This design comes from an exercise in tuning for small area, a short achievable clock period and few clock cycles per item on the open sky130 flow, not from production work.
RTL that was checked went through simulation tests only; none was proved equivalent to the original.
No functional check of the RTL was part of runs 1 to 3.
No activity file was given, so power comes from the tool's default toggle rates.

==> design.v <==
module bms_scale #(
    parameter integer XLO = -2147549,
    parameter integer XHI = 2147483
) (
    input  wire [31:0] x,
    output wire        ok
);
    assign ok = ($signed(x) >= XLO) && ($signed(x) <= XHI);
endmodule
module bms_u8 (
    input  wire [31:0] x,
    output wire [7:0]  q
);
    wire [7:0] a = x[15:8];
    wire [7:0] b = x[7:0];
    wire borrow = (a >= b) && (x[15:0] != 16'd0);
    assign q = x[31] ? 8'd0 : x[16] ? 8'hff : a - {7'd0, borrow};
endmodule
module bms_seg #(
    parameter integer W = 42
) (
    input  wire [31:0]   x,
    input  wire          h,
    output wire [15:0]   lo,
    output wire          go,
    output wire          ca,
    output wire [W-33:0] hi
);
    wire        neg = x[31];
    wire [41:0] xs  = {{10{neg}}, x};
    wire [41:0] t10 = xs << 10, t7 = xs << 7, t3 = xs << 3, t2 = xs << 2;
    wire [41:0] a  = {t10[41:32], h ? t7[31:0] : t10[31:0]};
    wire [41:0] c  = {t3[41:32],  h ? t2[31:0] : t3[31:0]};
    wire [41:0] b5 = xs << 5;                  
    wire [41:0] an = ~a, cn = ~c;
    wire [41:0] sn = an ^ b5 ^ cn;
    wire [40:0] kn = (an[40:0] & b5[40:0]) | (an[40:0] & cn[40:0]) | (b5[40:0] & cn[40:0]);
    wire [41:0] kp = {kn, 1'b1};
    wire [17:0] m   = {1'b0, sn[15:0], 1'b1}  + {1'b0, kp[15:0], 1'b1};
    wire [17:0] mid = {1'b0, sn[31:16], !neg} + {1'b0, kp[31:16], !neg};
    assign ca = !m[17] || (!neg && ((sn[15:0] ^ kp[15:0]) == 16'hffff));
    assign lo = ~mid[16:1];
    assign go = !mid[17];
    generate
        if (W > 32) begin : g_hi
            wire [W-32:0] t = {sn[W-1:32], 1'b1} + {kp[W-1:32], 1'b1};
            assign hi = ~t[W-32:1];
        end
    endgenerate
endmodule
module bms_encoder (
    input  wire        clk,
    input  wire        rst,
    input  wire [7:0]  a_local,
    input  wire        req_valid,
    output wire        req_ready,
    input  wire [2:0]  req_kind,
    input  wire [31:0] req_x0,
    input  wire [31:0] req_x1,
    input  wire [31:0] req_x2,
    input  wire [31:0] req_x3,
    input  wire [31:0] req_x4,
    input  wire [7:0]  req_u0,
    input  wire [7:0]  req_u1,
    input  wire [55:0] req_bitmap,
    output reg         out_valid,
    input  wire        out_ready,
    output reg         out_err,
    output wire [7:0]  out_err_idx,
    output wire [31:0] out_id,
    output wire [63:0] out_data
);
    wire k_va  = !req_kind[2] && !req_kind[0];           
    wire k_st  = req_kind == 3'd1;                       
    wire k_vc  = req_kind == 3'd3;                       
    wire k_tp  = req_kind == 3'd4;                       
    wire k_ch  = k_vc || k_tp;                           
    wire k_bal = req_kind == 3'd5;                       
    wire        h = req_kind[2];
    wire [15:0] lo0, lo1, lo2;
    wire [9:0]  hi0, hi1;
    wire        go0, go1, go2;
    wire        c0, c1, c2;
    bms_seg #(.W(42)) u_s0 (.x(req_x0), .h(h), .lo(lo0), .go(go0), .ca(c0), .hi(hi0));
    bms_seg #(.W(42)) u_s1 (.x(req_x1), .h(h), .lo(lo1), .go(go1), .ca(c1), .hi(hi1));
    wire [31:0] x2c = {{6{req_x2[25]}}, req_x2[25:0]};
    bms_seg #(.W(32)) u_s2 (.x(x2c), .h(!req_kind[0]), .lo(lo2), .go(go2), .ca(c2), .hi());
    wire [7:0] q2s, q3;
    bms_u8 u_q2s (.x(req_x2), .q(q2s));
    bms_u8 u_q3  (.x(req_x3), .q(q3));
    wire [7:0] q4 = req_x4[23:16] + {7'd0, req_x4[31] && (req_x4[15:0] != 16'd0)};
    wire ok0k, ok1k, ok2k, ok0h, ok1h, ok2h, ok2s, ok3s, ok4;
    bms_scale #(.XLO(-2147549),  .XHI(2147483))  u_ok0k (.x(req_x0), .ok(ok0k));
    bms_scale #(.XLO(-2147549),  .XHI(2147483))  u_ok1k (.x(req_x1), .ok(ok1k));
    bms_scale #(.XLO(-2147549),  .XHI(2147483))  u_ok2k (.x(req_x2), .ok(ok2k));
    bms_scale #(.XLO(-21475491), .XHI(21474836)) u_ok0h (.x(req_x0), .ok(ok0h));
    bms_scale #(.XLO(-21475491), .XHI(21474836)) u_ok1h (.x(req_x1), .ok(ok1h));
    bms_scale #(.XLO(-21475491), .XHI(21474836)) u_ok2h (.x(req_x2), .ok(ok2h));
    bms_scale #(.XLO(-257),      .XHI(65793))    u_ok2s (.x(req_x2), .ok(ok2s));
    bms_scale #(.XLO(-257),      .XHI(65793))    u_ok3s (.x(req_x3), .ok(ok3s));
    bms_scale #(.XLO(-8454143),  .XHI(8388607))  u_ok4  (.x(req_x4), .ok(ok4));
    wire [8:0] first = {1'b0, req_u0};
    wire [8:0] count = {1'b0, req_u1};
    wire [8:0] left = count - first;         
    wire use0 = !left[8] && (left[7:0] != 8'd0);
    wire use1 = !left[8] && (left[7:1] != 7'd0);
    wire use2 = !left[8] && ((left[7:2] != 6'd0) || (left[1:0] == 2'd3));
    wire f0 = use0 && !(h ? ok0h : ok0k);
    wire f1 = use1 && !(h ? ok1h : ok1k);
    wire f2 = use2 && !(h ? ok2h : ok2k);
    wire s_err = !ok0k || !ok1k || !ok2s || !ok3s || !ok4;
    wire [2:0] s_idx = !ok0k ? 3'd0 : !ok1k ? 3'd1 : !ok2s ? 3'd2 : !ok3s ? 3'd3 : 3'd4;
    wire       r_err = k_st ? s_err : k_ch ? (f0 || f1 || f2) : 1'b0;
    wire [2:0] r_idx = k_ch ? (f0 ? 3'd0 : f1 ? 3'd1 : 3'd2) : s_idx;
    reg [63:0] r_data;
    reg [3:0]  r_ci;
    always @(*) begin
        if (k_va) begin
            r_data = {lo0[15:10], hi0, lo0, lo1[15:10], hi1, lo1};
            r_ci   = {1'b0, c0, 1'b0, c1};
        end else if (k_st) begin
            r_data = {lo0, lo1, q2s, q3, q4, req_u0};
            r_ci   = {c0, c1, 2'b00};
        end else if (k_ch) begin
            r_data = {req_u0, req_u1,
                      use0 ? lo0 : 16'd0,
                      use1 ? lo1 : 16'd0,
                      use2 ? lo2 : 16'd0};
            r_ci   = {1'b0, use0 && c0, use1 && c1, use2 && c2};
        end else if (k_bal) begin
            r_data = {req_u0, req_bitmap};
            r_ci   = 4'd0;
        end else begin
            r_data = {req_u0, req_u1, 48'd0};
            r_ci   = 4'd0;
        end
    end
    reg [2:0]  out_kind;
    reg [2:0]  out_idx;
    reg [63:0] out_reg;
    reg [3:0]  out_ci;
    reg [1:0]  out_go;
    assign req_ready = !out_valid || out_ready;
    always @(posedge clk) begin
        if (rst) begin
            out_valid <= 1'b0;
        end else if (req_ready) begin
            out_valid <= req_valid;
        end
        if (req_ready) begin
            out_err  <= r_err;
            out_kind <= req_kind;
            out_idx  <= r_idx;
            out_reg  <= r_data;
            out_ci   <= r_ci;
            out_go   <= {go0, go1};
        end
    end
    wire o_ch = (out_kind == 3'd3) || (out_kind == 3'd4);
    assign out_err_idx = o_ch ? out_reg[63:56] + {6'd0, out_idx[1:0]} : {5'd0, out_idx};
    wire        o_va = !out_kind[2] && !out_kind[0];
    wire [15:0] l2 = out_reg[47:32] + {15'd0, out_ci[2]};
    wire [15:0] l0 = out_reg[15:0]  + {15'd0, out_ci[0]};
    wire        x2 = (&out_reg[47:32]) && out_ci[2];
    wire        x0 = (&out_reg[15:0])  && out_ci[0];
    wire [1:0]  c32_0 = {1'b0, out_go[1]} + {1'b0, x2};
    wire [1:0]  c32_1 = {1'b0, out_go[0]} + {1'b0, x0};
    wire [15:0] r3p = out_reg[63:48] + 16'd1, r1p = out_reg[31:16] + 16'd1;
    wire [9:0]  r3b = {out_reg[57:49] + 9'd1, out_reg[48]};
    wire [9:0]  r1b = {out_reg[25:17] + 9'd1, out_reg[16]};
    wire [9:0]  h3 = c32_0[1] ? r3b : c32_0[0] ? r3p[9:0] : out_reg[57:48];
    wire [9:0]  h1 = c32_1[1] ? r1b : c32_1[0] ? r1p[9:0] : out_reg[25:16];
    wire [15:0] l3 = o_va ? {{6{h3[9]}}, h3} : out_ci[3] ? r3p : out_reg[63:48];
    wire [15:0] l1 = o_va ? {{6{h1[9]}}, h1} : out_ci[1] ? r1p : out_reg[31:16];
    assign out_data = {l3, l2, l1, l0};
    reg [7:0] pt;
    always @(*) begin
        case (out_kind)
            3'd0: pt = 8'd38;
            3'd1: pt = 8'd45;
            3'd2: pt = 8'd40;
            3'd3: pt = 8'd41;
            3'd4: pt = 8'd43;
            3'd5: pt = 8'd42;
            default: pt = 8'd255;
        endcase
    end
    assign out_id = {16'h8000, pt, a_local};
endmodule
==> flow/run.sh <==
#!/bin/bash
# Standard layout, with plain buf_2 cells as the port buffers and timing
# repair aimed at a setup slack of 6.4 ns.
set -euo pipefail
export BUFFER_PORTS_ARGS="-buffer_cell sky130_fd_sc_hd__buf_2"
export SETUP_SLACK_MARGIN=6.4
bash standard.sh > standard.log 2>&1
==> standard.sh <==
#!/bin/bash
# synth_recipe.tcl (not shown) runs the flow's synth.tcl, then flattens the netlist and writes it again
# the make line also repeats each setting of config.mk as NAME=value (left out here)
make -C /OpenROAD-flow-scripts/flow DESIGN_CONFIG=/design/flow/config.mk WORK_HOME=/design/flow/orfs CLKGATE_MAP_FILE= SYNTH_SCRIPT=/design/flow/synth_recipe.tcl "${@:-finish}"
==> config.mk <==
export PLATFORM = sky130hd
export DESIGN_NAME = bms_encoder
export DESIGN_NICKNAME = bms_encoder
export VERILOG_FILES = /design/flow/design.v
export SDC_FILE = /design/flow/constraint.sdc
export NUM_CORES = 4
export LEC_CHECK = 0
export CAP_MARGIN = 20
export CORE_MARGIN = 2
export CORE_UTILIZATION = 40
export SLEW_MARGIN = 20
==> constraint.sdc <==
create_clock -name core_clock -period 12.0 [get_ports {clk}]
set_input_delay 2.4000 -clock core_clock [delete_from_list [all_inputs] [get_ports {clk}]]
set_output_delay 2.4000 -clock core_clock [all_outputs]
set_load 0.01 [all_outputs]
==> impl_metrics.env, run 1 <==
export IMPL_layout_drive_gt1_share_pct=20.6
export IMPL_critPathSlowestCell="fa_1"
export IMPL_ys_warn_count=1
export IMPL_drtPass1Iterations=6
export IMPL_area_growth_pct=18.4
export IMPL_synth_area_leader_cell="edfxtp_1"
export IMPL_slew_headroom_pct=35.4
export IMPL_hold_buffers=0
export IMPL_die_area_um2=41800
export IMPL_fp_dieH_um=204
export IMPL_drv_slew=0
export IMPL_cts_root_buf="clkbuf_16"
export IMPL_period_needed_ps=5620
export IMPL_synth_top_area_share_pct=14.4
export IMPL_die_w_um=204
export IMPL_cts_tree="done"
export IMPL_syn_avg_cell_area_um2=7.87
export IMPL_worstPathRequired_ps=12050
export IMPL_synthAdderAreaFrac_pct=24.0
export IMPL_fin_skew_ps=14.1
export IMPL_fillerInstances=3955
export IMPL_gp_congestion=0.942
export IMPL_nets=2798
export IMPL_postPlaceCellArea_um2=18000
export IMPL_hold_viol=0
export IMPL_setup_viol=0
export IMPL_max_vdd_ir_drop_mv=0.0576
export IMPL_clk_latency_ps=350
export IMPL_p_per_area_nw_per_um2=107
export IMPL_diodes=0
export IMPL_synth_cell_type_count=82
export IMPL_grt_total_usage_pct=28.5
export IMPL_synth_compound_area_share_pct=22.3
export IMPL_synthCells=2041
export IMPL_dp_hpwl_mm=49.2
export IMPL_grt_max_degree=55
export IMPL_p_leak_nw=8.21
export IMPL_cap_violations=0
export IMPL_rows=73
export IMPL_syn_area_um2=16100
export IMPL_drt_iter0_markers=1783
export IMPL_grt_remaining_overflow=0
export IMPL_ioPinCount=354
export IMPL_path_max_fanout=27
export IMPL_grt_pass1_wl_mm=91.9
export IMPL_synth_top_family_by_area="adder cells"
export IMPL_synth_simple_area_share_pct=22.0
export IMPL_place_ws_ps=4820
export IMPL_synth_area_top_cells="edfxtp_1, ha_1, fa_1"
export IMPL_htreeDepth=3
export IMPL_ys_flop_type="edfxtp_1"
export IMPL_ant_nets=0
export IMPL_grt_pass1_vias=15620
export IMPL_fin_crit_sh_pct=46.8
export IMPL_crit_type="in2reg"
export IMPL_crit_buf_inv=3
export IMPL_synth_async_reset_ratio_pct=0
export IMPL_fin_area_um2=19000
export IMPL_finalSetupTns_ps=0
export IMPL_crit_arrival_ps=5680
export IMPL_rsz0062_at_grt="true"
export IMPL_synth_xor_area_share_pct=7.69
export IMPL_synth_edf_count=77
export IMPL_vias_per_cell=5.95
export IMPL_cpPeakStageDelay_ps=530
export IMPL_synth_mux_area_share_pct=2.79
export IMPL_synth_yosys_seq_area_share_pct=14.5
export IMPL_antenna_found_initial=0
export IMPL_cts_sinks=78
export IMPL_path_clk_slew_ps=70
export IMPL_startpoint_type="primary input"
export IMPL_hold_path_class="reg2reg"
export IMPL_via_count=16805
export IMPL_power_w=0.00204
export IMPL_end_kind="register"
export IMPL_routedWlPerCell_um=22.1
export IMPL_fin_ws_ps=6380
export IMPL_drc=0
export IMPL_ys_ff_latch=78
export IMPL_largest_reg_flops=64
export IMPL_start_util_pct=40.4
export IMPL_port_buffers=320
export IMPL_worst_pin_slew_ps=970
export IMPL_clockBufferDepth=2
export IMPL_coreArea_um2=39700
export IMPL_max_freq_ghz=0.178
export IMPL_routed_wl_mm=62.3
export IMPL_cts_buffers=9
export IMPL_path_cells="buf_16 -> buf_12 -> buf_16 -> nor2b_1 -> a21oi_1 -> fa_1 -> ha_4 -> a211oi_2 -> o21bai_1 -> a31o_2 -> a221oi_2 -> o21bai_1 -> a21oi_2 -> xnor2_2 -> a21oi_1"
export IMPL_status="finished clean"
export IMPL_cp_top_family="compound AO/OA/AOI/OAI gates"
[worst paths after layout]
path	start	cells past startpoint	slack [ps]	to
setup reg to reg	out_valid	2	10230	out_reg[16]
hold reg to reg	out_valid	1	970	out_reg[13]
setup / recovery	req_kind[2]	15	6380	out_reg[63]
hold / removal	out_valid	1	970	out_reg[13]
[area by class of cell]
class	instances	area (um2)	area share [%]
Timing Repair Buffer	353	2160	11.4
Sequential cell	78	2330	12.3
Clock inverter	6	40.0	0.210
Tap cell	525	657	3.45
Clock buffer	10	229	1.20
Multi-Input combinational cell	1722	13100	68.8
Inverter	131	503	2.64
Timing Repair inverter	1	5.00	0.0263
[timing repair]
item / in CTS / in global routing
endpoints found under the setup margin: 66 / 53
setup buffers: 2 / 13
resized for setup: 26 / 55
pin swaps: 4 / 19
cloned: 7 / 5
[per-layer routing]
layer / up-vias / wire, um / global-route usage (%)
li1: 7892 / - / -
met1: 8029 / 27500 / 40.5
met2: 778 / 27400 / 43.8
met3: 106 / 5090 / 3.92
met4: 0 / 2360 / 10.4
met5: - / 0 / 0
[Yosys cell counts, types with 25 or more instances]
library cell / count
a21o_1: 28
a21oi_1: 212
and3_1: 25
buf_4: 27
clkbuf_1: 78
edfxtp_1: 77
fa_1: 88
ha_1: 167
inv_1: 130
mux2i_1: 29
nand2_1: 155
nand2b_1: 29
nand3_1: 64
nand4_1: 42
nor2_1: 148
nor2b_1: 69
nor3_1: 43
nor4_1: 30
o21ai_0: 129
xnor2_1: 73
xor2_1: 68
[metrics by stage]
stage          hold WS, ps  utilization [%]  cells
2_1_floorplan         1130                -   2056
3_3_place_gp           942             45.2   2783
3_5_place_dp           945             45.2   2783
4_1_cts                947             46.8   2808
5_1_grt                965             47.9   2826
6_report               966             47.9   2826
[cells in the final DEF, fill, tap and decap left out, drive strengths merged, types with 69 or more instances in the layout]
cell type    n
edfxtp      77
nor2       148
a21oi      213
nand2      155
inv        130
xnor2       73
buf        341
fa          88
o21ai      132
ha         167
nor2b       69
[cell families (layout without fill, tap and decap cells)]
group | Yosys count | count (layout)
flip-flops | 78 | 78
other | 2 | 17
AO/OA/AOI/OAI | 577 | 577
AND/OR/NAND/NOR | 688 | 689
adder cells (fa/ha/maj) | 255 | 255
XOR/XNOR | 141 | 141
buffers and inverters | 257 | 501
multiplexers | 43 | 43
[where the power goes]
| group | switching [W] | total, W | internal [W] | leakage (nW) |
|---|---|---|---|---|
| Combinational | 0.000789 | 0.00133 | 0.000539 | 7.23 |
| Sequential | 0.0000791 | 0.000459 | 0.000380 | 0.848 |
| Clock | 0.000118 | 0.000257 | 0.000140 | 0.132 |
| Total | 0.000986 | 0.00204 | 0.00106 | 8.21 |
==> run 2: changes to the inputs <==
==> flow/run.sh (replaced) <==
#!/bin/bash
# Standard layout, with plain buf_2 cells as the port buffers and timing
# repair aimed at a setup slack of 6.6 ns.
set -euo pipefail
export BUFFER_PORTS_ARGS="-buffer_cell sky130_fd_sc_hd__buf_2"
export SETUP_SLACK_MARGIN=6.6
bash standard.sh > standard.log 2>&1
==> run 2 against run 1 <==
Compared with the run above: final cell count rose by 1.7%; hold slack got worse by 270 ps; first-iteration DRC count fell by 7.3%; die area did not move; critical path depth rose by 1; critical path type unchanged; highest routed layer is now met5.
==> impl_metrics.env, run 2 <==
export IMPL_die_w_um=204
export IMPL_coreArea_um2=39700
export IMPL_antenna_found_initial=2
export IMPL_switchingPower_w=0.00105
export IMPL_startpoint_type="primary input"
export IMPL_cts_buffers=9
export IMPL_status="finished clean"
export IMPL_synth_yosys_seq_area_share_pct=14.5
export IMPL_synthCells=2041
export IMPL_ant_nets=0
export IMPL_p_int_w=0.00120
export IMPL_fin_skew_ps=9.44
export IMPL_postPlaceCellArea_um2=18000
export IMPL_nets=2844
export IMPL_rows=73
export IMPL_die_area_um2=41800
export IMPL_final_cell_mix="buf_2, a21oi_1, ha_1"
export IMPL_slew_headroom_pct=14.1
export IMPL_fin_area_um2=20200
export IMPL_ys_warn_count=1
export IMPL_max_freq_ghz=0.181
export IMPL_drc=0
export IMPL_cpPeakStageDelay_ps=470
export IMPL_clockBufferDepth=2
export IMPL_cts_root_buf="clkbuf_16"
export IMPL_cap_violations=0
export IMPL_grt_total_usage_pct=28.8
export IMPL_hold_end="out_valid"
export IMPL_finalSetupTns_ps=0
export IMPL_critPathSlowestCell="fa_1"
export IMPL_port_buffers=320
export IMPL_crit_type="in2reg"
export IMPL_fin_crit_sh_pct=45.9
export IMPL_synth_cell_type_count=82
export IMPL_routed_wl_mm=64.3
export IMPL_drtPass1Iterations=6
export IMPL_area_growth_pct=25.6
export IMPL_via_count=17353
export IMPL_hold_depth=2
export IMPL_setup_viol=0
export IMPL_ys_flop_type="edfxtp_1"
export IMPL_end_kind="register"
export IMPL_cts_tree="done"
export IMPL_dp_hpwl_mm=49.5
export IMPL_fp_dieH_um=204
export IMPL_sw_frac_of_total_pct=46.6
export IMPL_period_needed_ps=5510
export IMPL_gp_congestion=0.909
export IMPL_synth_area_top_cells="edfxtp_1, ha_1, fa_1"
export IMPL_start_util_pct=40.4
export IMPL_p_per_area_nw_per_um2=111
export IMPL_max_vdd_ir_drop_mv=0.0701
export IMPL_reg2reg_to="out_reg[36]"
export IMPL_vias_per_cell=6.04
export IMPL_whs_ps=696
export IMPL_clkPwrFrac_pct=13.8
export IMPL_largest_reg_flops=64
export IMPL_syn_avg_cell_area_um2=7.87
export IMPL_multiInputGateArea_um2=13700
export IMPL_crit_arrival_ps=5590
export IMPL_hold_viol=0
export IMPL_clk_latency_ps=350
export IMPL_rsz0062_at_grt="true"
export IMPL_synthTopCellsByCount="a21oi_1, ha_1, nand2_1"
export IMPL_cts_sinks=78
export IMPL_grt_remaining_overflow=0
export IMPL_timing_reg2reg_setup_slack_ps=10210
export IMPL_path_cells="buf_16 -> buf_6 -> clkbuf_16 -> a21oi_1 -> fa_1 -> ha_1 -> o21ai_0 -> o21ai_2 -> a21o_1 -> a31oi_4 -> buf_6 -> a21oi_4 -> a21o_1 -> a21oi_2 -> xnor2_2 -> o221ai_1"
export IMPL_path_max_fanout=7
export IMPL_synth_most_common_cell="a21oi_1"
export IMPL_fillerInstances=3836
export IMPL_syn_area_um2=16100
export IMPL_synth_area_leader_cell="edfxtp_1"
export IMPL_min_from="out_valid"
export IMPL_grt_pass1_wl_mm=93.0
export IMPL_synth_top_area_share_pct=14.4
export IMPL_ioPinCount=354
export IMPL_ys_ff_latch=78
export IMPL_p_leak_nw=8.65
export IMPL_drt_iter0_markers=1652
export IMPL_grt_max_degree=72
export IMPL_rr_startpoint="out_valid"
export IMPL_synth_async_reset_ratio_pct=0
export IMPL_worst_pin_slew_ps=1290
export IMPL_grt_pass1_vias=15759
export IMPL_htreeDepth=3
export IMPL_drv_slew=0
export IMPL_routedWlPerCell_um=22.4
export IMPL_path_clk_slew_ps=70
export IMPL_worstPathRequired_ps=12080
export IMPL_final_common_cell="buf_2"
export IMPL_layout_drive_gt1_share_pct=25.9
export IMPL_register_area_um2=2330
export IMPL_reg2regPathDepth=2
export IMPL_seqPwrFrac_pct=20.7
export IMPL_synth_edf_count=77
export IMPL_p_comb_share_pct=65.4
export IMPL_hold_path_class="reg2reg"
## run 2: cell types whose count changed in the layout (fill, tap and decap cells not counted), sizes merged
cell      previous run  this run
buf                341       388
bufbuf               5         4
bufinv               0         2
clkinv               5         2
clkinvlp             3         5
diode                0         1
nand2b              30        29
## run 2: power by group through the flow
stage                     Combinational (W)  Sequential, W  Clock, W
after floorplan                    0.000819       0.000422         0
after global placement              0.00120       0.000463         0
after detailed placement            0.00121       0.000464         0
after CTS                           0.00128       0.000457  0.000312
after global routing                0.00158       0.000469  0.000324
final                               0.00147       0.000466  0.000311
## run 2: logic make-up after synthesis
logic type,share of synthesized area [%]
AO/OA/AOI/OAI,22.3
buffers and inverters,6.69
multiplexers,2.79
XOR/XNOR,7.69
AND/OR/NAND/NOR,22.0
flip-flops,14.5
other,0.0467
adder cells (fa/ha/maj),24.0
## run 2: final cells by class
cell class | instances | share of cell area, %
Clock buffer | 9 | 1.12
Timing Repair inverter | 1 | 0.0248
Antenna cell | 1 | 0.0124
Timing Repair Buffer | 400 | 13.2
Clock inverter | 7 | 0.521
Tap cell | 525 | 3.26
Multi-Input combinational cell | 1721 | 67.7
Inverter | 131 | 2.55
Sequential cell | 78 | 11.6
## run 2: metal layers
layer,vias to the layer above,wire length [um],global-route usage [%]
met1,8315,27300,40.9
met4,2,2790,10.3
met5,-,13,0
met3,150,5590,4.38
met2,884,28600,44.3
li1,8002,-,-
## run 2: per-stage QoR
step / worst slack (ps) / power [W] / cells / util (%)
floorplan: 6000 / 0.00124 / 2056 / -
global placement: 4900 / 0.00166 / 2783 / 45.4
detailed placement: 4800 / 0.00167 / 2783 / 45.4
CTS: 6500 / 0.00205 / 2823 / 48.0
global route: 6390 / 0.00238 / 2872 / 50.8
finish: 6490 / 0.00225 / 2873 / 50.8
## run 2: timing repair
action	CTS	global route
buffers inserted	14	43
pin swaps	28	67
endpoints found under the setup margin	81	69
hold buffers	0	0
cloned	10	6
gates resized for setup	67	158
## run 2: worst max path at each step
stage,start,to,slack (ps)
final,req_kind[2],out_reg[15],6490
after global routing,req_kind[2],out_reg[14],6390
after CTS,req_kind[2],out_reg[46],6500
after detailed placement,req_kind[2],out_reg[14],4800
after global placement,req_kind[2],out_reg[14],4900
after floorplan,req_kind[2],out_reg[14],6000
## run 2: worst max-delay path: cells and delay by family
family | cells | cell delay [ps]
buffers and inverters | 4 | 530
AO/OA/AOI/OAI | 9 | 1660
XOR/XNOR | 1 | 190
adder cells (fa/ha/maj) | 2 | 780
==> run 3: changes to the inputs <==
==> flow/run.sh (replaced) <==
#!/bin/bash
# Standard layout, with plain buf_1 cells as the port buffers and timing
# repair aimed at a setup slack of 6.4 ns.
set -euo pipefail
export BUFFER_PORTS_ARGS="-buffer_cell sky130_fd_sc_hd__buf_1"
export SETUP_SLACK_MARGIN=6.4
bash standard.sh > standard.log 2>&1
==> run 3 against run 2 <==
Compared with the run above: flip-flop and latch count did not move; sequential share of layout area rose by 0.88 points; first-iteration DRC count fell by 4.4%; clock-buffer cell count did not move; die area did not move; clock skew rose by 3.3 ps; still clean; fmax fell by 2.7%; critical path type unchanged.
==> impl_metrics.env, run 3 <==
export IMPL_status="finished clean"
export IMPL_synth_area_leader_cell="edfxtp_1"
export IMPL_grt_pass1_vias=15687
export IMPL_synth_top_area_share_pct=14.4
export IMPL_synth_async_reset_ratio_pct=0
export IMPL_crit_arrival_ps=5730
export IMPL_hold_depth=1
export IMPL_path_clk_slew_ps=70
export IMPL_drt_iter0_markers=1580
export IMPL_fin_area_um2=18800
export IMPL_setup_viol=0
export IMPL_slew_headroom_pct=35.0
export IMPL_postPlaceCellArea_um2=17600
export IMPL_rows=73
export IMPL_antenna_found_initial=1
export IMPL_drv_slew=0
export IMPL_routedWlPerCell_um=21.8
export IMPL_cts_root_buf="clkbuf_16"
export IMPL_grt_remaining_overflow=0
export IMPL_finalSetupTns_ps=0
export IMPL_synth_area_top_cells="edfxtp_1, ha_1, fa_1"
export IMPL_max_vdd_ir_drop_mv=0.0624
export IMPL_final_common_cell="buf_1"
export IMPL_dp_hpwl_mm=48.8
export IMPL_worst_pin_slew_ps=975
export IMPL_area_growth_pct=16.7
export IMPL_p_leak_nw=7.41
export IMPL_clk_latency_ps=360
export IMPL_ys_warn_count=1
export IMPL_ioPinCount=354
export IMPL_end_kind="register"
export IMPL_p_per_area_nw_per_um2=110
export IMPL_ys_flop_type="edfxtp_1"
export IMPL_synth_most_common_cell="a21oi_1"
export IMPL_clockBufferDepth=2
export IMPL_nets=2799
export IMPL_hold_path_class="reg2reg"
export IMPL_crit_start="req_kind[2]"
export IMPL_reg2regPathDepth=3
export IMPL_rr_startpoint="out_valid"
export IMPL_drc=0
export IMPL_gp_congestion=0.933
export IMPL_largest_reg_flops=64
export IMPL_critPathSlowestCell="fa_2"
export IMPL_cpPeakStageDelay_ps=500
export IMPL_routed_wl_mm=61.6
export IMPL_final_cell_mix="buf_1, a21oi_1, ha_1"
export IMPL_grt_max_degree=48
export IMPL_synth_edf_count=77
export IMPL_path_max_fanout=5
export IMPL_ant_nets=0
export IMPL_max_freq_ghz=0.177
export IMPL_via_count=17014
export IMPL_htreeDepth=3
export IMPL_fp_dieH_um=204
export IMPL_ys_ff_latch=78
export IMPL_reg2reg_to="out_reg[63]"
export IMPL_startpoint_type="primary input"
export IMPL_layout_drive_gt1_share_pct=8.95
export IMPL_coreArea_um2=39700
export IMPL_period_needed_ps=5660
export IMPL_fin_crit_sh_pct=47.2
export IMPL_hold_viol=0
export IMPL_fin_skew_ps=12.7
export IMPL_start_util_pct=40.4
export IMPL_min_from="out_valid"
export IMPL_cts_buffers=9
export IMPL_crit_type="in2reg"
export IMPL_grt_total_usage_pct=28.5
export IMPL_grt_pass1_wl_mm=91.9
export IMPL_timing_reg2reg_setup_slack_ps=10280
export IMPL_synth_yosys_seq_area_share_pct=14.5
export IMPL_syn_area_um2=16100
export IMPL_die_w_um=204
export IMPL_diodes=0
export IMPL_syn_avg_cell_area_um2=7.87
export IMPL_hold_buffers=0
export IMPL_cap_violations=0
export IMPL_path_cells="clkbuf_16 -> bufbuf_16 -> a21oi_4 -> fa_2 -> fa_2 -> a211oi_4 -> o21ai_2 -> a21o_1 -> a31oi_2 -> a21oi_2 -> a21o_1 -> a21oi_2 -> xnor2_2 -> buf_4 -> o221ai_1"
export IMPL_rsz0062_at_grt="true"
export IMPL_hold_end="out_reg[9]"
export IMPL_drtPass1Iterations=8
export IMPL_synth_cell_type_count=82
export IMPL_worstPathRequired_ps=12060
export IMPL_vias_per_cell=6.02
export IMPL_die_area_um2=41800
export IMPL_synthCells=2041
export IMPL_port_buffers=320
export IMPL_cts_sinks=78
export IMPL_cts_tree="done"
export IMPL_synthTopCellsByCount="a21oi_1, ha_1, nand2_1"
==> run 3: metal layers <==
layer,up-vias,global-route usage [%],routed length (um)
li1,7911,-,-
met1,8169,41.2,27000
met2,810,43.5,27200
met3,124,3.08,4950
met4,0,10.7,2500
met5,-,0,0
==> run 3: cell type report <==
cell class              instances  area, um2
multi-input cells            1723      13200
repair buffers                354       1770
fillers                      4000      21000
well taps                     525        657
flip-flops and latches         78       2330
inverters                     131        499
clock buffers                   9        225
clock inverters                 7       82.6
==> run 3: worst max-delay path by stage <==
| stage | end | slack [ps] | cells past startpoint |
|---|---|---|---|
| 2_1_floorplan | out_reg[14] | 6000 | 17 |
| 3_3_place_gp | out_reg[14] | 4590 | 15 |
| 3_5_place_dp | out_reg[14] | 4450 | 15 |
| 4_1_cts | out_reg[14] | 6270 | 17 |
| 5_1_grt | out_reg[47] | 6300 | 15 |
| 6_report | out_reg[47] | 6340 | 15 |
==> run 3: cells by family (layout without fill, tap and decap cells) <==
logic type	after synthesis	after routing	share of synthesized area, %
flops	78	78	14.5
compound gates	577	577	22.3
xor+xnor	141	141	7.69
buf+inv	257	501	6.69
simple gates	688	690	22.0
mux	43	43	2.79
fa+ha+maj	255	255	24.0
other cells	2	17	0.0467
==> run 3: timing repair <==
item                                    4_1_cts  5_1_grt
gates cloned                                 11        2
gates resized for setup                      40       97
endpoints found under the setup margin       67       67
pin swaps                                    10       21
buffers inserted                              4        8
==> run 3: power breakdown <==
part	total [W]	internal (W)	switching, W
combinational	0.00131	0.000518	0.000790
sequential	0.000460	0.000380	0.0000802
clock	0.000288	0.000164	0.000124
==> run 3: stage by stage <==
stage	hold WS (ps)	setup WS, ps	util [%]	cells	total power, W
3_5_place_dp	1030	4450	44.3	2786	0.00164
4_1_cts	941	6270	46.1	2817	0.00197
3_3_place_gp	1030	4590	44.3	2786	0.00163
2_1_floorplan	1130	6000	-	2056	0.00123
5_1_grt	983	6300	47.2	2827	0.00218
6_report	946	6340	47.2	2827	0.00206
==> run 3: worst max-delay path: cells and delay by family <==
kind                       cells  cell delay, ps
buffers and inverters          3             610
xor gates and xnor gates       1             130
adders and majority gates      2             950
AOI/OAI and AO/OA              9            1620
==> run 4: changes to the inputs <==
--- a/design.v
+++ b/design.v
@@ -164,11 +164,9 @@
     wire        x2 = (&out_reg[47:32]) && out_ci[2];
     wire        x0 = (&out_reg[15:0])  && out_ci[0];
-    wire [1:0]  c32_0 = {1'b0, out_go[1]} + {1'b0, x2};
-    wire [1:0]  c32_1 = {1'b0, out_go[0]} + {1'b0, x0};
+    wire        c32_0 = out_go[1] || x2;
+    wire        c32_1 = out_go[0] || x0;
     wire [15:0] r3p = out_reg[63:48] + 16'd1, r1p = out_reg[31:16] + 16'd1;
-    wire [9:0]  r3b = {out_reg[57:49] + 9'd1, out_reg[48]};
-    wire [9:0]  r1b = {out_reg[25:17] + 9'd1, out_reg[16]};
-    wire [9:0]  h3 = c32_0[1] ? r3b : c32_0[0] ? r3p[9:0] : out_reg[57:48];
-    wire [9:0]  h1 = c32_1[1] ? r1b : c32_1[0] ? r1p[9:0] : out_reg[25:16];
+    wire [9:0]  h3 = c32_0 ? r3p[9:0] : out_reg[57:48];
+    wire [9:0]  h1 = c32_1 ? r1p[9:0] : out_reg[25:16];
     wire [15:0] l3 = o_va ? {{6{h3[9]}}, h3} : out_ci[3] ? r3p : out_reg[63:48];
     wire [15:0] l1 = o_va ? {{6{h1[9]}}, h1} : out_ci[1] ? r1p : out_reg[31:16];
--- a/config.mk
+++ b/config.mk
@@ -6,6 +6,7 @@
 export NUM_CORES = 4
 export LEC_CHECK = 0
-export CAP_MARGIN = 20
+export CAP_MARGIN = 5
 export CORE_MARGIN = 2
 export CORE_UTILIZATION = 40
-export SLEW_MARGIN = 20
+export CTS_BUF_LIST = sky130_fd_sc_hd__clkbuf_4 sky130_fd_sc_hd__clkbuf_8
+export SLEW_MARGIN = 5
==> run 4 against run 3 <==
Compared with the run above: sequential power decreased by 2%; flip-flop and latch count is the same; critical path depth rose by 1; global-route usage shrank 0.60 points; non-clock buffer count fell by 2; first-iteration DRC count decreased by 3.6%; largest power group unchanged; still clean on timing, DRC and antenna; final area is 3.0% lower; via count down 3.7%.
==> impl_metrics.env, run 4 <==
export IMPL_synth_most_common_cell="a21oi_1"
export IMPL_fin_skew_ps=12.9
export IMPL_dp_cells=2734
export IMPL_cap_violations=0
export IMPL_synth_cell_type_count=73
export IMPL_die_area_um2=41100
export IMPL_fin_crit_sh_pct=46.3
export IMPL_die_w_um=203
export IMPL_path_clk_slew_ps=100
export IMPL_syn_area_um2=15800
export IMPL_synth_area_leader_cell="edfxtp_1"
export IMPL_hold_viol=0
export IMPL_path_max_fanout=20
export IMPL_synth_area_top_cells="edfxtp_1, ha_1, fa_1"
export IMPL_crit_type="in2reg"
export IMPL_rows=72
export IMPL_synthTopCellsByCount="a21oi_1, ha_1, nor2_1"
export IMPL_crit_start="req_kind[0]"
export IMPL_hold_path_class="reg2reg"
export IMPL_cts_tree="done"
export IMPL_setup_viol=0
export IMPL_max_freq_ghz=0.180
export IMPL_ys_ff_latch=78
export IMPL_area_growth_pct=15.3
export IMPL_vias_per_cell=5.90
export IMPL_final_common_cell="buf_1"
export IMPL_start_util_pct=40.7
export IMPL_nets=2755
export IMPL_htreeDepth=3
export IMPL_dp_hpwl_mm=46.9
export IMPL_clockBufferDepth=2
export IMPL_ys_flop_type="edfxtp_1"
export IMPL_routed_wl_mm=59.4
export IMPL_final_cell_mix="buf_1, a21oi_1, ha_1"
export IMPL_rr_startpoint="out_valid"
export IMPL_port_buffers=320
export IMPL_layout_drive_gt1_share_pct=7.26
export IMPL_period_needed_ps=5560
export IMPL_rsz0062_at_grt="true"
export IMPL_drv_slew=0
export IMPL_synth_yosys_seq_area_share_pct=14.8
export IMPL_timing_reg2reg_setup_slack_ps=10160
export IMPL_grt_pass1_wl_mm=89.9
export IMPL_crit_arrival_ps=5700
export IMPL_worstPathRequired_ps=12140
export IMPL_drtPass1Iterations=5
export IMPL_drt_iter0_markers=1523
export IMPL_fp_dieH_um=203
export IMPL_worstSetupEndpoint="out_reg[14]"
export IMPL_end_kind="register"
export IMPL_syn_avg_cell_area_um2=7.92
export IMPL_slew_headroom_pct=29.5
export IMPL_via_count=16390
export IMPL_cts_sinks=78
export IMPL_grt_max_degree=84
export IMPL_startpoint_type="primary input"
export IMPL_worst_pin_slew_ps=1060
export IMPL_synth_top_area_share_pct=14.6
export IMPL_synth_async_reset_ratio_pct=0
export IMPL_cts_root_buf="clkbuf_8"
export IMPL_coreArea_um2=38800
export IMPL_clk_latency_ps=390
export IMPL_grt_remaining_overflow=0
export IMPL_gp_congestion=0.935
export IMPL_ioPinCount=354
export IMPL_cts_buffers=9
export IMPL_reg2reg_to="out_reg[3]"
export IMPL_antenna_found_initial=4
export IMPL_reg2regPathDepth=1
export IMPL_ant_nets=0
export IMPL_status="finished clean"
export IMPL_largest_reg_flops=64
export IMPL_synth_edf_count=77
export IMPL_finalSetupTns_ps=0
export IMPL_power_w=0.00198
export IMPL_routedWlPerCell_um=21.4
export IMPL_grt_total_usage_pct=27.9
export IMPL_synthCells=1994
export IMPL_drc=0
export IMPL_ys_warn_count=1
export IMPL_p_leak_nw=7.17
export IMPL_layoutNonFillerInstCount=2780
export IMPL_p_per_area_nw_per_um2=109
export IMPL_max_vdd_ir_drop_mv=0.0587
export IMPL_grt_pass1_vias=15578
==> run 4: kinds of logic (layout without fill, tap and decap cells) <==
logic type	count (synthesis)	count (layout)	share of synthesized area [%]
AOI/OAI and AO/OA	550	550	21.4
xor gates and xnor gates	147	147	8.15
adders and majority gates	254	254	24.3
buffers and inverters	251	498	6.66
DFF	78	78	14.8
muxes	49	49	3.22
other	2	20	0.0476
and+or+nand+nor	663	666	21.4
==> run 4: area by class of cell <==
class | count | area [um2]
Clock inverter | 7 | 61.3
Multi-Input combinational cell | 1683 | 12800
Tap cell | 518 | 648
Sequential cell | 78 | 2330
Clock buffer | 9 | 124
Antenna cell | 3 | 7.51
Inverter | 130 | 492
Fill cell | 3909 | 20600
Timing Repair Buffer | 352 | 1710
==> run 4: power breakdown <==
group | leakage, nW | internal (W) | total, W | switching (W)
clock | 0.0892 | 0.0000795 | 0.000202 | 0.000122
combinational | 6.23 | 0.000523 | 0.00133 | 0.000804
sequential | 0.848 | 0.000383 | 0.000452 | 0.0000692
total | 7.17 | 0.000985 | 0.00198 | 0.000995
==> run 4: critical path, cell delays in order <==
cell and delay (ps):
clkbuf_4 180, buf_12 170, nor2b_1 70, a21oi_1 200, fa_1 510, buf_4 170, ha_1 250, nor2b_1 160
o31ai_2 250, a21oi_1 160, a41oi_2 220, a21oi_2 120, a41oi_1 230, mux2i_1 220, a31oi_1 100, a211o_1 280
==> run 4: layer usage <==
layer	vias to the layer above	GRT usage (%)	part of all wire, %
met2	705	46.5	47
met1	7861	38.0	44
li1	7731	-	-
met4	2	8.13	2.9
met3	91	3.29	6.9
met5	-	0	0.022
==> run 4: per-stage QoR <==
| stage | instance area [um2] | setup slack, ps | hold slack (ps) | utilization, % |
|---|---|---|---|---|
| floorplan | 16200 | 6210 | 1130 | - |
| global placement | 17400 | 5220 | 1350 | 44.8 |
| detailed placement | 17400 | 5060 | 1360 | 44.8 |
| CTS | 17900 | 6400 | 932 | 46.2 |
| global route | 18200 | 6370 | 951 | 46.9 |
| finish | 18200 | 6440 | 933 | 46.9 |
==> run 4: how the worst min path moves through the flow <==
stage                     startpoint           to  slack (ps)  cells after the start
after CTS                  out_valid  out_reg[30]         930                      1
after detailed placement   out_valid  out_kind[2]        1360                      1
after floorplan            out_valid    out_valid        1130                      2
final                      out_valid  out_reg[30]         930                      1
after global routing       out_valid  out_reg[30]         950                      1
after global placement     out_valid    out_valid        1350                      2
==> run 4: repair_timing <==
item,in CTS,in global routing
setup endpoints to repair,64,42
gates resized for setup,31,33
pin swaps,11,14
setup buffers,5,11
hold buffers,0,0
cloned,9,2
Testbench counts of run 4, summed over its fixed seeds: cycles 16,008, items 16,000.
==> run 5: changes to the inputs <==
--- a/config.mk
+++ b/config.mk
@@ -6,7 +6,7 @@
 export NUM_CORES = 4
 export LEC_CHECK = 0
-export CAP_MARGIN = 5
+export CAP_MARGIN = 10
 export CORE_MARGIN = 2
 export CORE_UTILIZATION = 40
 export CTS_BUF_LIST = sky130_fd_sc_hd__clkbuf_4 sky130_fd_sc_hd__clkbuf_8
-export SLEW_MARGIN = 5
+export SLEW_MARGIN = 10
==> run 5 against run 4 <==
Compared with the run above: register-to-register slack about the same; fmax unchanged; largest cell class unchanged; sequential share of layout area unchanged; sequential power about the same; total power unchanged; clock skew unchanged; final cell count unchanged; global-route usage unchanged; non-clock buffer count unchanged; clock-buffer cell count unchanged; still clean on timing, DRC and antenna; via count unchanged; die area unchanged; largest power group unchanged.
==> impl_metrics.env, run 5 <==
export IMPL_routedWlPerCell_um=21.4
export IMPL_fillerInstances=3909
export IMPL_cp_top_family="compound AO/OA/AOI/OAI gates"
export IMPL_ys_ff_latch=78
export IMPL_largest_reg_flops=64
export IMPL_routed_wl_mm=59.4
export IMPL_ant_nets=0
export IMPL_dp_hpwl_mm=46.9
export IMPL_worstPathRequired_ps=12140
export IMPL_synth_mux_area_share_pct=3.22
export IMPL_port_buffers=320
export IMPL_drtPass1Iterations=5
export IMPL_path_clk_slew_ps=100
export IMPL_htreeDepth=3
export IMPL_path_max_fanout=20
export IMPL_fin_util_pct=46.9
export IMPL_synth_most_common_cell="a21oi_1"
export IMPL_grt_pass1_vias=15578
export IMPL_ioPinCount=354
export IMPL_die_area_um2=41100
export IMPL_clk_latency_ps=390
export IMPL_reg2regPathDepth=1
export IMPL_max_freq_ghz=0.180
export IMPL_grt_total_usage_pct=27.9
export IMPL_cpPeakStageDelay_ps=510
export IMPL_synth_yosys_seq_area_share_pct=14.8
export IMPL_synth_cell_type_count=73
export IMPL_finalSetupTns_ps=0
export IMPL_grt_pass1_wl_mm=89.9
export IMPL_gp_congestion=0.935
export IMPL_slew_headroom_pct=29.5
export IMPL_path_cells="clkbuf_4 -> buf_12 -> nor2b_1 -> a21oi_1 -> fa_1 -> buf_4 -> ha_1 -> nor2b_1 -> o31ai_2 -> a21oi_1 -> a41oi_2 -> a21oi_2 -> a41oi_1 -> mux2i_1 -> a31oi_1 -> a211o_1"
export IMPL_synthTopCellsByCount="a21oi_1, ha_1, nor2_1"
export IMPL_syn_area_um2=15800
export IMPL_fin_skew_ps=12.9
export IMPL_cts_buffers=9
export IMPL_via_count=16390
export IMPL_coreArea_um2=38800
export IMPL_synth_xor_area_share_pct=8.16
export IMPL_nets=2755
export IMPL_final_cell_mix="buf_1, a21oi_1, ha_1"
export IMPL_p_per_area_nw_per_um2=109
export IMPL_power_w=0.00198
export IMPL_synth_area_leader_cell="edfxtp_1"
export IMPL_antenna_found_initial=4
export IMPL_crit_type="in2reg"
export IMPL_synth_top_family_by_area="adder cells"
export IMPL_place_ws_ps=5060
export IMPL_ys_flop_type="edfxtp_1"
export IMPL_synthCells=1994
export IMPL_critPathSlowestCell="fa_1"
export IMPL_fin_ws_ps=6440
export IMPL_syn_avg_cell_area_um2=7.92
export IMPL_die_w_um=203
export IMPL_synth_top_area_share_pct=14.6
export IMPL_hold_path_class="reg2reg"
export IMPL_cts_sinks=78
export IMPL_p_leak_nw=7.17
export IMPL_start_util_pct=40.7
export IMPL_clockBufferDepth=2
export IMPL_hold_depth=1
export IMPL_drc=0
export IMPL_whs_ps=933
export IMPL_synth_edf_count=77
export IMPL_final_common_cell="buf_1"
export IMPL_rows=72
export IMPL_grt_max_degree=84
export IMPL_drt_iter0_markers=1523
export IMPL_vias_per_cell=5.90
export IMPL_synth_async_reset_ratio_pct=0
export IMPL_crit_arrival_ps=5700
export IMPL_ys_warn_count=1
export IMPL_cp_depth=16
export IMPL_cap_violations=0
export IMPL_synth_simple_area_share_pct=21.4
export IMPL_crit_buf_inv=3
export IMPL_period_needed_ps=5560
export IMPL_synthAdderAreaFrac_pct=24.3
export IMPL_fin_crit_sh_pct=46.3
export IMPL_drv_slew=0
export IMPL_cts_tree="done"
export IMPL_rsz0062_at_grt="true"
export IMPL_synth_area_top_cells="edfxtp_1, ha_1, fa_1"
export IMPL_fp_dieH_um=203
export IMPL_end_kind="register"
export IMPL_max_vdd_ir_drop_mv=0.0587
export IMPL_startpoint_type="primary input"
export IMPL_grt_remaining_overflow=0
export IMPL_hold_viol=0
export IMPL_synth_compound_area_share_pct=21.4
export IMPL_cts_root_buf="clkbuf_8"
export IMPL_layout_drive_gt1_share_pct=7.26
export IMPL_setup_viol=0
export IMPL_worst_pin_slew_ps=1060
export IMPL_status="finished clean"
export IMPL_area_growth_pct=15.3
run 5: layout make-up:
type,instances,area (um2),area share (%)
clock buffers,9,124,0.681
flip-flops and latches,78,2330,12.8
well taps,518,648,3.56
inverters,130,492,2.70
multi-input cells,1683,12800,70.5
clock inverters,7,61.3,0.337
diodes,3,7.51,0.0413
repair buffers,352,1710,9.41
run 5: logic make-up after synthesis:
logic type      Yosys count
xor+xnor                147
mux                      49
compound gates          550
buf+inv                 251
flops                    78
fa+ha+maj               254
simple gates            663
other cells               2
run 5: power by group:
part / switching [W] / total, W / internal, W
Combinational: 0.000804 / 0.00133 / 0.000523
Sequential: 0.0000692 / 0.000452 / 0.000383
Clock: 0.000122 / 0.000202 / 0.0000795
Total: 0.000995 / 0.00198 / 0.000985
run 5: metrics by stage:
| stage | cell area, um2 | cells |
|---|---|---|
| global placement | 17400 | 2734 |
| detailed placement | 17400 | 2734 |
| floorplan | 16200 | 2009 |
| global route | 18200 | 2780 |
| finish | 18200 | 2780 |
| CTS | 17900 | 2764 |
run 5: per-layer routing:
metal | up-vias | track usage, % | wire [um]
met5 | - | 0 | 13
met2 | 705 | 46.5 | 27700
met3 | 91 | 3.29 | 4100
li1 | 7731 | - | -
met4 | 2 | 8.13 | 1750
met1 | 7861 | 38.0 | 25900
run 5: timing repair:
item                       CTS  global route
pin swaps                   11            14
hold buffers                 0             0
setup endpoints to repair   64            42
setup buffers                5            11
gates cloned                 9             2
resized for setup           31            33
run 5: path summary, 6_finish.rpt:
path | start | to | slack, ps
max reg2reg | out_valid | out_reg[3] | 10160
min | out_valid | out_reg[30] | 930
max | req_kind[0] | out_reg[14] | 6440
min reg2reg | out_valid | out_reg[30] | 930
==> run 6: changes to the inputs <==
--- a/config.mk
+++ b/config.mk
@@ -8,5 +8,5 @@
 export CAP_MARGIN = 10
 export CORE_MARGIN = 2
-export CORE_UTILIZATION = 40
+export CORE_UTILIZATION = 60
 export CTS_BUF_LIST = sky130_fd_sc_hd__clkbuf_4 sky130_fd_sc_hd__clkbuf_8
 export SLEW_MARGIN = 10
==> run 6 against run 5 <==
Compared with the run above: still clean; via count grew 2.4%; first-iteration DRC count is 16% higher; clock-buffer cell count is 1 higher; die area fell by 33%; clock power is 5% lower.
==> impl_metrics.env, run 6 <==
export IMPL_status="finished clean"
export IMPL_path_max_fanout=11
export IMPL_critPathSlowestCell="fa_1"
export IMPL_ioPinCount=354
export IMPL_cpPeakStageDelay_ps=540
export IMPL_antenna_found_initial=4
export IMPL_drtPass1Iterations=6
export IMPL_fin_area_um2=17800
export IMPL_ys_ff_latch=78
export IMPL_crit_buf_inv=6
export IMPL_finalSetupTns_ps=0
export IMPL_end_kind="register"
export IMPL_synth_async_reset_ratio_pct=0
export IMPL_area_growth_pct=12.9
export IMPL_p_leak_nw=7.11
export IMPL_fin_util_pct=68.8
export IMPL_clockBufferDepth=2
export IMPL_final_cell_mix="buf_1, a21oi_1, ha_1"
export IMPL_port_buffers=320
export IMPL_path_cells="clkbuf_4 -> buf_12 -> clkinvlp_4 -> buf_4 -> buf_4 -> nand2_1 -> o21ai_0 -> fa_1 -> inv_1 -> ha_1 -> a21o_1 -> a221oi_1 -> o21ai_0 -> a221oi_1 -> a31oi_1 -> o22ai_1"
export IMPL_synth_area_leader_cell="edfxtp_1"
export IMPL_switchingPower_w=0.000969
export IMPL_crit_type="in2reg"
export IMPL_synth_edf_count=77
export IMPL_syn_avg_cell_area_um2=7.92
export IMPL_max_vdd_ir_drop_mv=0.0655
export IMPL_hold_path_class="reg2reg"
export IMPL_synth_top_area_share_pct=14.6
export IMPL_drt_iter0_markers=1761
export IMPL_drc=0
export IMPL_p_comb_share_pct=66.6
export IMPL_sw_frac_of_total_pct=50.0
export IMPL_layout_drive_gt1_share_pct=6.97
export IMPL_fillerInstances=2242
export IMPL_htreeDepth=3
export IMPL_grt_max_degree=61
export IMPL_start_util_pct=60.9
export IMPL_syn_area_um2=15800
export IMPL_cts_root_buf="clkbuf_8"
export IMPL_clk_latency_ps=390
export IMPL_coreArea_um2=25900
export IMPL_synthTopCellsByCount="a21oi_1, ha_1, nor2_1"
export IMPL_seqPwrFrac_pct=23.5
export IMPL_drv_slew=0
export IMPL_slew_headroom_pct=28.1
export IMPL_startpoint_type="primary input"
export IMPL_routedWlPerCell_um=21.5
export IMPL_grt_remaining_overflow=0
export IMPL_dp_cells=2553
export IMPL_timing_reg2reg_setup_slack_ps=10150
export IMPL_synth_most_common_cell="a21oi_1"
export IMPL_fin_ws_ps=6410
export IMPL_hold_buffers=0
export IMPL_routed_wl_mm=55.8
export IMPL_synth_area_top_cells="edfxtp_1, ha_1, fa_1"
export IMPL_dp_hpwl_mm=43.7
export IMPL_largest_reg_flops=64
export IMPL_cts_buffers=9
export IMPL_synth_yosys_seq_area_share_pct=14.8
export IMPL_nets=2747
export IMPL_period_needed_ps=5590
export IMPL_synthCells=1994
export IMPL_p_per_area_nw_per_um2=109
export IMPL_worstPathRequired_ps=12130
export IMPL_grt_total_usage_pct=39.0
export IMPL_max_freq_ghz=0.179
export IMPL_ys_warn_count=1
export IMPL_via_count=16785
export IMPL_crit_arrival_ps=5720
export IMPL_clkPwrFrac_pct=9.9
export IMPL_p_int_w=0.000970
export IMPL_setup_viol=0
export IMPL_cts_tree="done"
export IMPL_multiInputGateArea_um2=12800
export IMPL_cts_sinks=78
export IMPL_worst_pin_slew_ps=1080
export IMPL_rows=59
export IMPL_synth_cell_type_count=73
export IMPL_ys_flop_type="edfxtp_1"
export IMPL_fin_crit_sh_pct=46.6
export IMPL_vias_per_cell=6.48
export IMPL_place_ws_ps=4930
export IMPL_final_common_cell="buf_1"
export IMPL_die_area_um2=27600
export IMPL_hold_viol=0
export IMPL_gp_congestion=1.01
export IMPL_fin_skew_ps=18.2
export IMPL_layoutNonFillerInstCount=2590
export IMPL_ant_nets=0
export IMPL_path_clk_slew_ps=80
export IMPL_grt_pass1_vias=15700
export IMPL_cp_top_family="compound AO/OA/AOI/OAI gates"
export IMPL_register_area_um2=2330
export IMPL_die_w_um=166
export IMPL_postPlaceCellArea_um2=17200
export IMPL_cap_violations=0
export IMPL_fp_dieH_um=166
export IMPL_rsz0062_at_grt="true"
export IMPL_grt_pass1_wl_mm=85.8
## run 6: cell counts after synthesis
No cell type changed its count.
## run 6: final cells by class
class	count	share of cell area, %
Multi-Input combinational cell	1683	71.7
Sequential cell	78	13.1
Timing Repair Buffer	344	9.11
Inverter	130	2.76
Tap cell	335	2.35
Clock buffer	10	0.737
Clock inverter	6	0.253
Antenna cell	4	0.0561
## run 6: kinds of logic after synthesis
group / count (synthesis) / share of synthesized area [%]
AO/OA/AOI/OAI: 550 / 21.4
XOR/XNOR: 147 / 8.15
adder cells (fa/ha/maj): 254 / 24.3
buffers and inverters: 251 / 6.66
flip-flops: 78 / 14.8
multiplexers: 49 / 3.22
other: 2 / 0.0476
AND/OR/NAND/NOR: 663 / 21.4
## run 6: per-stage QoR
step	hold slack, ps	total power [W]
global route	925	0.00206
floorplan	1130	0.00127
global placement	1280	0.00165
detailed placement	1320	0.00167
CTS	892	0.00188
finish	906	0.00194
## run 6: power by group through the flow
stage / Combinational, W / Clock [W] / Sequential, W
3_5_place_dp: 0.00122 / 0 / 0.000457
2_1_floorplan: 0.000846 / 0 / 0.000426
6_report: 0.00129 / 0.000192 / 0.000456
4_1_cts: 0.00124 / 0.000189 / 0.000451
3_3_place_gp: 0.00120 / 0 / 0.000455
5_1_grt: 0.00140 / 0.000200 / 0.000461
## run 6: worst paths after layout
kind,depth (start not counted),start,to
max reg2reg,1,out_valid,out_kind[0]
min reg2reg,1,out_valid,out_ci[1]
min,1,out_valid,out_ci[1]
max,16,req_kind[0],out_ci[0]
## run 6: per-layer routing
| layer | vias to the layer above | share of wire, % | track usage (%) |
|---|---|---|---|
| met3 | 189 | 11 | 8.46 |
| met1 | 7813 | 39 | 49.8 |
| met2 | 1042 | 44 | 62.6 |
| met4 | 0 | 5.9 | 20.1 |
| met5 | - | 0 | 0 |
| li1 | 7741 | - | - |
## run 6: what timing repair did
item | in CTS | in global routing
gates resized for setup | 25 | 41
setup buffers | 2 | 5
gates cloned | 7 | 3
pin swaps | 1 | 5
endpoints found under the setup margin | 65 | 45
==> run 7: changes to the inputs <==
--- a/config.mk
+++ b/config.mk
@@ -8,5 +8,5 @@
 export CAP_MARGIN = 10
 export CORE_MARGIN = 2
-export CORE_UTILIZATION = 60
+export CORE_UTILIZATION = 50
 export CTS_BUF_LIST = sky130_fd_sc_hd__clkbuf_4 sky130_fd_sc_hd__clkbuf_8
 export SLEW_MARGIN = 10
==> run 7 against run 6 <==
Compared with the run above: still clean on timing, DRC and antenna; sequential power decreased by 0.9%; sequential share of layout area down 0.051 points; total power increased by 1.1%; critical path depth shrank 1; final cell count increased by 2.5%; synthesized cell count unchanged; combinational power hardly changed; non-clock buffer count increased by 1; largest power group unchanged.
==> impl_metrics.env, run 7 <==
export IMPL_htreeDepth=3
export IMPL_ioPinCount=354
export IMPL_antenna_found_initial=1
export IMPL_synth_async_reset_ratio_pct=0
export IMPL_postPlaceCellArea_um2=17300
export IMPL_synth_area_leader_cell="edfxtp_1"
export IMPL_fillerInstances=3091
export IMPL_syn_avg_cell_area_um2=7.92
export IMPL_vias_per_cell=6.15
export IMPL_end_kind="register"
export IMPL_ant_nets=0
export IMPL_fin_util_pct=57.2
export IMPL_drtPass1Iterations=5
export IMPL_cts_buffers=9
export IMPL_synth_most_common_cell="a21oi_1"
export IMPL_seqPwrFrac_pct=23.1
export IMPL_cap_violations=0
export IMPL_hold_depth=1
export IMPL_rsz0062_at_grt="false"
export IMPL_place_ws_ps=5070
export IMPL_slew_headroom_pct=29.5
export IMPL_setup_viol=0
export IMPL_routedWlPerCell_um=21.4
export IMPL_drc=0
export IMPL_clk_latency_ps=380
export IMPL_routed_wl_mm=56.7
export IMPL_gp_congestion=0.954
export IMPL_path_clk_slew_ps=90
export IMPL_area_growth_pct=13.4
export IMPL_final_common_cell="buf_1"
export IMPL_fin_crit_sh_pct=45.8
export IMPL_clkPwrFrac_pct=10.2
export IMPL_via_count=16320
export IMPL_syn_area_um2=15800
export IMPL_rows=65
export IMPL_clockBufferDepth=2
export IMPL_cts_sinks=78
export IMPL_fin_area_um2=17900
export IMPL_dp_hpwl_mm=44.9
export IMPL_grt_max_degree=76
export IMPL_path_max_fanout=6
export IMPL_grt_pass1_vias=15074
export IMPL_port_buffers=320
export IMPL_nets=2748
export IMPL_status="finished clean"
export IMPL_synth_edf_count=77
export IMPL_synthTopCellsByCount="a21oi_1, ha_1, nor2_1"
export IMPL_hold_viol=0
export IMPL_p_int_w=0.000973
export IMPL_p_comb_share_pct=66.7
export IMPL_crit_arrival_ps=5610
export IMPL_period_needed_ps=5500
export IMPL_final_cell_mix="buf_1, a21oi_1, ha_1"
export IMPL_p_leak_nw=7.11
export IMPL_cts_tree="done"
export IMPL_hold_path_class="reg2reg"
export IMPL_max_vdd_ir_drop_mv=0.0581
export IMPL_reg2regPathDepth=1
export IMPL_layout_drive_gt1_share_pct=6.79
export IMPL_ys_warn_count=1
export IMPL_finalSetupTns_ps=0
export IMPL_ys_ff_latch=78
export IMPL_fin_skew_ps=7.16
export IMPL_drv_slew=0
export IMPL_die_w_um=182
export IMPL_grt_pass1_wl_mm=85.6
export IMPL_die_area_um2=33000
export IMPL_synth_yosys_seq_area_share_pct=14.8
export IMPL_worst_pin_slew_ps=1050
export IMPL_p_per_area_nw_per_um2=109
export IMPL_max_freq_ghz=0.182
export IMPL_grt_total_usage_pct=33.2
export IMPL_coreArea_um2=31300
export IMPL_fin_ws_ps=6500
export IMPL_cts_root_buf="clkbuf_8"
export IMPL_layoutNonFillerInstCount=2655
export IMPL_dp_cells=2622
export IMPL_start_util_pct=50.4
export IMPL_fp_dieH_um=182
export IMPL_sw_frac_of_total_pct=50.3
export IMPL_largest_reg_flops=64
export IMPL_worstPathRequired_ps=12120
export IMPL_synthCells=1994
export IMPL_ys_flop_type="edfxtp_1"
export IMPL_startpoint_type="primary input"
export IMPL_switchingPower_w=0.000987
export IMPL_grt_remaining_overflow=0
export IMPL_synth_top_area_share_pct=14.6
export IMPL_synth_cell_type_count=73
export IMPL_drt_iter0_markers=1506
export IMPL_crit_type="in2reg"
export IMPL_synth_area_top_cells="edfxtp_1, ha_1, fa_1"
run 7: path summary, 6_finish.rpt:
kind / startpoint / to / slack, ps
worst max-delay path: req_x1[8] / out_reg[44] / 6500
worst min-delay path: out_valid / out_reg[20] / 970
worst max register to register: out_valid / out_reg[61] / 10100
worst min register to register: out_valid / out_reg[20] / 970
run 7: final cells by class:
type / count / area (um2) / share of cell area [%]
timing repair buffer: 345 / 1600 / 8.93
clock inverter: 7 / 61.3 / 0.342
multi-input combinational: 1683 / 12800 / 71.4
inverter: 130 / 492 / 2.75
clock buffer: 9 / 124 / 0.692
tap: 402 / 503 / 2.81
antenna: 1 / 2.50 / 0.0140
sequential: 78 / 2330 / 13.0
run 7: what timing repair did:
action	in CTS	in global routing
hold endpoints to repair	0	0
gates resized for setup	28	32
setup buffers	5	2
endpoints found under the setup margin	60	41
hold buffers	0	0
pin swaps	3	5
gates cloned	7	2
run 7: per-layer routing:
layer  vias up  global-route usage, %  routed length, um
met4         0                   11.3               1870
met2       761                   53.2              25500
li1       7711                      -                  -
met3        97                   4.13               4570
met1      7751                   46.5              24800
met5         -                      0                  0
run 7: kinds of logic (layout without fill, tap and decap cells):
logic type / after synthesis / after routing / share of synthesized area [%]
AND/OR/NAND/NOR: 663 / 666 / 21.4
AO/OA/AOI/OAI: 550 / 550 / 21.4
adder cells (fa/ha/maj): 254 / 254 / 24.3
buffers and inverters: 251 / 491 / 6.66
XOR/XNOR: 147 / 147 / 8.15
flip-flops: 78 / 78 / 14.8
multiplexers: 49 / 49 / 3.22
other: 2 / 18 / 0.0476
run 7: stage by stage:
step / total power [W] / hold WS, ps
finish: 0.00196 / 966
global route: 0.00209 / 976
CTS: 0.00192 / 955
detailed placement: 0.00169 / 1330
global placement: 0.00168 / 1310
floorplan: 0.00127 / 1130
run 7: power groups by stage:
stage / logic (W) / clock network, W / registers [W]
6_report: 0.00131 / 0.000200 / 0.000452
4_1_cts: 0.00127 / 0.000201 / 0.000449
3_5_place_dp: 0.00124 / 0 / 0.000455
2_1_floorplan: 0.000846 / 0 / 0.000426
5_1_grt: 0.00142 / 0.000209 / 0.000458
3_3_place_gp: 0.00123 / 0 / 0.000455
run 7: critical path: stages:
cell	delay, ps
buf_1	220
inv_1	160
nor2_1	200
a21oi_2	60
fa_1	470
ha_1	360
o21a_1	180
o31ai_4	100
a211o_1	300
nand3_1	110
a31oi_1	120
o21ai_1	240
xor2_2	390
o21ai_1	140
o2bb2ai_1	150
==> run 8: changes to the inputs <==
==> flow/run.sh (replaced) <==
#!/bin/bash
# Standard layout, with plain buf_1 cells as the port buffers and timing
# repair aimed at a setup slack of 6.5 ns on the worst 20% of endpoints.
set -euo pipefail
export BUFFER_PORTS_ARGS="-buffer_cell sky130_fd_sc_hd__buf_1"
export SETUP_SLACK_MARGIN=6.5
export TNS_END_PERCENT=20
bash standard.sh > standard.log 2>&1
--- a/config.mk
+++ b/config.mk
@@ -8,5 +8,5 @@
 export CAP_MARGIN = 10
 export CORE_MARGIN = 2
-export CORE_UTILIZATION = 50
+export CORE_UTILIZATION = 40
 export CTS_BUF_LIST = sky130_fd_sc_hd__clkbuf_4 sky130_fd_sc_hd__clkbuf_8
 export SLEW_MARGIN = 10
==> run 8 against run 7 <==
Compared with the run above: clock power rose by 5%; clock skew grew 7.8 ps; via count increased by 1.4%; routed wire length grew 6.6%; hold slack got worse by 180 ps; combinational power grew 3%; total power increased by 2.7%; synthesized area unchanged; sequential share of layout area decreased by 0.41 points; die area up 24%; final cell count rose by 5.3%.
==> impl_metrics.env, run 8 <==
export IMPL_status="finished clean"
export IMPL_seqPwrFrac_pct=22.6
export IMPL_end_kind="register"
export IMPL_crit_arrival_ps=5740
export IMPL_setup_viol=0
export IMPL_coreArea_um2=38800
export IMPL_switchingPower_w=0.000996
export IMPL_nets=2767
export IMPL_htreeDepth=3
export IMPL_ys_flop_type="edfxtp_1"
export IMPL_drtPass1Iterations=6
export IMPL_rows=72
export IMPL_grt_pass1_vias=15653
export IMPL_largest_reg_flops=64
export IMPL_synth_edf_count=77
export IMPL_path_max_fanout=15
export IMPL_synth_top_area_share_pct=14.6
export IMPL_routed_wl_mm=60.5
export IMPL_ioPinCount=354
export IMPL_syn_avg_cell_area_um2=7.92
export IMPL_ys_ff_latch=78
export IMPL_synthCells=1994
export IMPL_hold_buffers=0
export IMPL_cts_root_buf="clkbuf_8"
export IMPL_die_w_um=203
export IMPL_fin_skew_ps=14.9
export IMPL_final_cell_mix="buf_1, a21oi_1, ha_1"
export IMPL_max_vdd_ir_drop_mv=0.0685
export IMPL_synthTopCellsByCount="a21oi_1, ha_1, nor2_1"
export IMPL_clockBufferDepth=2
export IMPL_power_w=0.00201
export IMPL_path_cells="clkbuf_4 -> buf_12 -> clkinvlp_4 -> buf_4 -> buf_4 -> a21boi_0 -> fa_1 -> ha_1 -> and3_1 -> a221oi_1 -> o21ai_1 -> a221oi_2 -> a31oi_1 -> o22ai_1"
export IMPL_p_int_w=0.00102
export IMPL_clk_latency_ps=380
export IMPL_port_buffers=320
export IMPL_ys_warn_count=1
export IMPL_fp_dieH_um=203
export IMPL_start_util_pct=40.7
export IMPL_cts_sinks=78
export IMPL_fin_util_pct=47.6
export IMPL_layout_drive_gt1_share_pct=9.16
export IMPL_slew_headroom_pct=28.2
export IMPL_dp_hpwl_mm=47.7
export IMPL_gp_congestion=0.963
export IMPL_period_needed_ps=5550
export IMPL_cap_violations=0
export IMPL_drc=0
export IMPL_synth_area_top_cells="edfxtp_1, ha_1, fa_1"
export IMPL_synth_yosys_seq_area_share_pct=14.8
export IMPL_cpPeakStageDelay_ps=480
export IMPL_ant_nets=0
export IMPL_sw_frac_of_total_pct=49.5
export IMPL_grt_max_degree=80
export IMPL_fin_crit_sh_pct=46.2
export IMPL_multiInputGateArea_um2=12900
export IMPL_vias_per_cell=5.92
export IMPL_drt_iter0_markers=1420
export IMPL_hold_path_class="reg2reg"
export IMPL_fillerInstances=3881
export IMPL_rsz0062_at_grt="true"
export IMPL_antenna_found_initial=6
export IMPL_cts_tree="done"
export IMPL_p_per_area_nw_per_um2=109
export IMPL_cp_top_family="compound AO/OA/AOI/OAI gates"
export IMPL_synth_async_reset_ratio_pct=0
export IMPL_crit_buf_inv=5
export IMPL_layoutNonFillerInstCount=2796
export IMPL_finalSetupTns_ps=0
export IMPL_register_area_um2=2330
export IMPL_worst_pin_slew_ps=1070
export IMPL_synth_cell_type_count=73
[run 8: cell counts after synthesis]
No cell type changed its count.
[run 8: tightest hold or removal path: stages, from the launching register on]
cell,delay (ps)
dfxtp_1,340
nand2b_4,100
buf_16,170
[run 8: power groups by stage]
stage	Combinational [W]	Clock [W]	Sequential, W
floorplan	0.000838	0	0.000426
global placement	0.00123	0	0.000456
detailed placement	0.00124	0	0.000457
CTS	0.00128	0.000210	0.000451
global route	0.00147	0.000220	0.000459
finish	0.00135	0.000211	0.000455
[run 8: path summary, 6_finish.rpt]
check | start | end | slack (ps) | depth (start not counted)
hold / removal | out_valid | out_reg[26] | 780 | 2
hold reg to reg | out_valid | out_reg[26] | 780 | 2
setup reg to reg | out_valid | out_reg[2] | 10800 | 3
setup / recovery | req_kind[0] | out_ci[0] | 6450 | 14
[run 8: timing repair]
action | CTS | global route
pin swaps | 12 | 30
gates resized for setup | 45 | 79
cloned | 7 | 4
setup buffers | 8 | 14
setup endpoints to repair | 69 | 50
[run 8: per-stage QoR]
| step | worst slack (ps) | area, um2 | hold WS [ps] |
|---|---|---|---|
| 2_1_floorplan | 6210 | 16100 | 1130 |
| 3_3_place_gp | 4750 | 17400 | 1160 |
| 3_5_place_dp | 4680 | 17400 | 1190 |
| 4_1_cts | 6260 | 18000 | 991 |
| 5_1_grt | 6330 | 18500 | 809 |
| 6_report | 6450 | 18500 | 782 |
[run 8: cell families after synthesis]
| logic type | synth area share, % |
|---|---|
| buffers and inverters | 6.66 |
| other | 0.0476 |
| DFF | 14.8 |
| muxes | 3.22 |
| xor gates and xnor gates | 8.15 |
| AOI/OAI and AO/OA | 21.4 |
| and+or+nand+nor | 21.4 |
| adders and majority gates | 24.3 |
[run 8: layout make-up]
type / count / share of cell area (%)
Antenna cell: 7 / 0.0948
Clock buffer: 11 / 0.752
Clock inverter: 5 / 0.318
Inverter: 130 / 2.68
Multi-Input combinational cell: 1680 / 69.7
Sequential cell: 78 / 12.6
Tap cell: 518 / 3.51
Timing Repair Buffer: 367 / 10.3
[run 8: layer usage]
metal | track usage (%) | share of wire [%] | vias to the layer above
met5 | 0 | 0 | -
met1 | 38.4 | 43 | 7982
met3 | 3.98 | 7.6 | 86
met2 | 46.9 | 46 | 720
met4 | 7.69 | 2.7 | 0
li1 | - | - | 7754

Re-timed with assumed drivers on the ports (clkbuf_16 on the clock, buf_2 on other inputs), run 8 has 6.335 ns of setup slack against 6.452 ns with ideal ports, and 5.928 ns once port delays also move by the mid clock arrival of 0.407 ns.
